Context: an optimization exercise on an open-source flow, tuned for small area and a short achievable clock period. The choices shown serve that exercise and are no tape-out recipe.
RTL that was checked went through simulation tests only; none was proved equivalent to the original.
Power and IR drop assume default switching activity.

## pwm_sched
module pwm_sched (
    input  wire        clk,
    input  wire        rst,         
    input  wire        tick,        
    input  wire        fault,       
    input  wire        cmd_valid,
    input  wire [31:0] cmd,
    output reg         rsp_valid,
    output reg         rsp_err,
    output wire [31:0] rsp_data,
    output wire [17:0] pwm_out
);
For scale: ~11,000 cells after synthesis, roughly 930 flip-flops, about 0.073 mm2 of cells after synthesis.
export LEC_CHECK = 0
export CAP_MARGIN = 20
export CORE_MARGIN = 2
export CORE_UTILIZATION = 35
export CTS_BUF_LIST = sky130_fd_sc_hd__clkbuf_8
export PLACE_DENSITY = 0.5
export SLEW_MARGIN = 20
create_clock -name core_clock -period 100.0 [get_ports {clk}]
standard.sh (not shown) runs the stock make flow with config.mk's settings and CLKGATE_MAP_FILE= SYNTH_SCRIPT=/design/flow/synth_recipe.tcl, a recipe that flattens the netlist after the stock synthesis.
==> flow/flow/run.sh <==
#!/bin/bash
# Own layout flow: the standard layout (standard.sh) with the synthesis
# step of flow/synth.tcl, and the port buffers made of buf_4 cells.
# Each tool's output is in orfs/logs; make's own output goes to
# flow_make.log in the work folder.
set -euo pipefail
W=$(cd "$(dirname "$0")/.." && pwd)
D=7000
printf 'strash\ndch\nmap -D %s\ntopo\nstime -c\nbuffer -c\nupsize -c -D %s\ndnsize -c -D %s\nstime -c\n' $D $D $D > "$W/abc.script"
export MY_ABC_SCRIPT="$W/abc.script"
export MY_ABC_D=$D
bash "$W/standard.sh" SYNTH_SCRIPT="$W/flow/synth.tcl" ADDER_MAP_FILE= \
  BUFFER_PORTS_ARGS="-buffer_cell sky130_fd_sc_hd__buf_4" finish > "$W/flow_make.log" 2>&1
==> flow/flow/synth.tcl <==
proc synth {args} { yosys synth -nofsm -noshare {*}$args }
proc abc {args} {
  set rest {}
  set i 0
  while {$i < [llength $args]} {
    set a [lindex $args $i]
    if {$a eq "-script" || $a eq "-D"} { incr i 2; continue }
    lappend rest $a
    incr i
  }
  yosys abc -script $::env(MY_ABC_SCRIPT) -D $::env(MY_ABC_D) {*}$rest
}
source $::env(SCRIPTS_DIR)/synth.tcl
# left out here: clear keep_hierarchy, flatten, clean up, hide names made inside functions, write 1_2_yosys.v
Change:
Settings changed: GPL_TIMING_DRIVEN set to 0.
Result: Routed wire length rises by 17%; power rises by 2.7%; setup slack gets worse by 3.1 ns; non-clock buffer count rises by 355; count of clock-buffer cells in the layout rises by 11; design area rises by 1.4%.


pwm_sched, a different RTL version from the one above (not shown whole).
Size in the first run: about 9500 cells after synthesis, ~930 flip-flops, about 89 I/O pins, roughly 72000 um2 of cells after synthesis.
Settings: LEC_CHECK=0, CAP_MARGIN=20, CORE_MARGIN=2, CORE_UTILIZATION=35, CTS_BUF_LIST=sky130_fd_sc_hd__clkbuf_8, CTS_CLUSTER_DIAMETER=60, CTS_CLUSTER_SIZE=12, PLACE_DENSITY=0.5, SLEW_MARGIN=20; clock period 100.0 ns.
==> flow/flow/run.sh <==
#!/bin/bash
# Own layout flow: the standard layout (standard.sh) with the synthesis
# step of flow/synth.tcl (ABC script below, adders left to ABC, gate sizing
# against a wire-load model with realistic wire capacitance), and the port
# buffers made of buf_4 cells. Each tool's output is in orfs/logs; make's own
# output goes to flow_make.log in the work folder.
set -euo pipefail
W=$(cd "$(dirname "$0")/.." && pwd)
D=7000
printf 'strash\ndch\nmap -D %s\nstrash\ndch\nmap -D %s\ntopo\nstime -c\nbuffer -c\nupsize -c -D %s\ndnsize -c -D %s\nstime -c\n' $D $D $D $D > "$W/abc.script"
LIB="$FLOW_HOME/platforms/sky130hd/lib/sky130_fd_sc_hd__tt_025C_1v80.lib"
sed -e 's/^\(\s*capacitance : \)1.42e-05;/\17e-05;/' "$LIB" > "$W/abc_wl.lib"
export MY_ABC_SCRIPT="$W/abc.script"
export MY_ABC_D=$D
export MY_ABC_LIB="$W/abc_wl.lib"
bash "$W/standard.sh" SYNTH_SCRIPT="$W/flow/synth.tcl" ADDER_MAP_FILE= \
  BUFFER_PORTS_ARGS="-buffer_cell sky130_fd_sc_hd__buf_4" finish > "$W/flow_make.log" 2>&1
==> flow/flow/synth.tcl <==
proc synth {args} { yosys synth -nofsm -noshare {*}$args }
proc abc {args} {
  set rest {}
  set i 0
  while {$i < [llength $args]} {
    set a [lindex $args $i]
    if {$a eq "-script" || $a eq "-D"} { incr i 2; continue }
    if {$a eq "-liberty" && [info exists ::env(MY_ABC_LIB)]} {
      lappend rest -liberty $::env(MY_ABC_LIB)
      incr i 2
      continue
    }
    lappend rest $a
    incr i
  }
  yosys abc -script $::env(MY_ABC_SCRIPT) -D $::env(MY_ABC_D) {*}$rest
}
source $::env(SCRIPTS_DIR)/synth.tcl
# left out here: clear keep_hierarchy, flatten, clean up, hide names made inside functions, write 1_2_yosys.v
The starting point completed, yet does not pass: max-capacitance violations, max-slew violations.
Then changed:
--- a/flow/flow/run.sh
+++ b/flow/flow/run.sh
@@ -12 +12 @@
-sed -e 's/^\(\s*capacitance : \)1.42e-05;/\17e-05;/' "$LIB" > "$W/abc_wl.lib"
+sed -e 's/^\(\s*capacitance : \)1.42e-05;/\11.5e-04;/' "$LIB" > "$W/abc_wl.lib"
Outcome: The changed run passed the timing, DRC and antenna checks; count of clock-buffer cells in the layout went down by 6; clock skew went up by 0.0041 ns; register-to-register slack gains 0.20 ns; maximum frequency went up by 3.2%; core utilization went down by 1.6 points; global-route usage went down by 2.9 points; setup slack gains 0.98 ns; wire length went up by about 0.7%; worst hold slack loses 0.027 ns; non-clock buffer count went down by 39; die area went up by 7.2%.
Then changed:
==> flow/flow/run.sh (replaced) <==
#!/bin/bash
# Own layout flow: the standard layout (standard.sh) with the synthesis
# step of flow/synth.tcl (ABC script below, adders left to ABC), and the
# port buffers made of buf_4 cells. Each tool's output is in orfs/logs;
# make's own output goes to flow_make.log in the work folder.
set -euo pipefail
W=$(cd "$(dirname "$0")/.." && pwd)
D=7000
printf 'strash\ndch\nmap -D %s\nstrash\ndch\nmap -D %s\ntopo\nstime -c\nbuffer -c\nupsize -c -D %s\ndnsize -c -D %s\nstime -c\n' $D $D $D $D > "$W/abc.script"
export MY_ABC_SCRIPT="$W/abc.script"
export MY_ABC_D=$D
bash "$W/standard.sh" SYNTH_SCRIPT="$W/flow/synth.tcl" ADDER_MAP_FILE= \
  BUFFER_PORTS_ARGS="-buffer_cell sky130_fd_sc_hd__buf_4" finish > "$W/flow_make.log" 2>&1
--- a/flow/flow/synth.tcl
+++ b/flow/flow/synth.tcl
@@ -8,5 +7,0 @@
-    if {$a eq "-liberty" && [info exists ::env(MY_ABC_LIB)]} {
-      lappend rest -liberty $::env(MY_ABC_LIB)
-      incr i 2
-      continue
-    }
- CTS_CLUSTER_DIAMETER: 60 -> not set
- CTS_CLUSTER_SIZE: 12 -> not set
After rerunning: The new run finished clean; via count goes up by 3.1%; register-to-register slack got worse by 1.1 ns; clock power goes up by 7.9%; power goes up by 2.0%.
Then changed:
- CTS_CLUSTER_DIAMETER: not set -> 60
- CTS_CLUSTER_SIZE: not set -> 12
The changed run finished clean. Via count came out lower slightly. Area after synthesis is unchanged. Utilization came out lower by 0.51 points. Final cell count came out lower slightly. Register-to-register slack loses 0.05 ns.
No functional check of the RTL was part of any run of this note.

re-timing with driven ports:
The results above use ideal ports. As a check the final layouts listed here were re-extracted and re-timed, cells and wires unchanged. Step 1 sets driving cells, clkbuf_16 on the clock port and buf_2 on the other inputs (assumed; they add their load-dependent delay and slew). Step 2 moves the port delays by t, midway between the first and last clock arrival at a register: inputs arrive t later, outputs are due t later. That takes back most of the time a late clock gives input paths. a / b / c = ideal / step 1 / step 2; a / b = the first two.
| run | shift t [ns] | slack for setup (ns) | worst setup path after step 2 | cell pins on the clock port's net |
|---|---|---|---|---|
| the first run of note 1 | 1.076 | 68.995 / 68.891 / 68.571 | input to register | 1 |
| the second run of note 1 | 1.129 | 65.876 / 65.769 / 66.899 | register to output | 1 |
| the first run of note 2 | 1.113 | 68.567 / 68.470 / 69.375 | input to register | 1 |
| the second run of note 2 | 1.075 | 69.550 / 69.450 / 70.115 | input to register | 1 |
| the third run of note 2 | 1.099 | 68.624 / 68.518 / 69.486 | input to register | 1 |
| the fourth run of note 2 | 1.069 | 68.733 / 68.641 / 69.449 | input to register | 1 |
For the first run of note 1, which loses most, drivers alone change the setup slack by -0.104 ns; drivers and shift together by -0.424 ns.
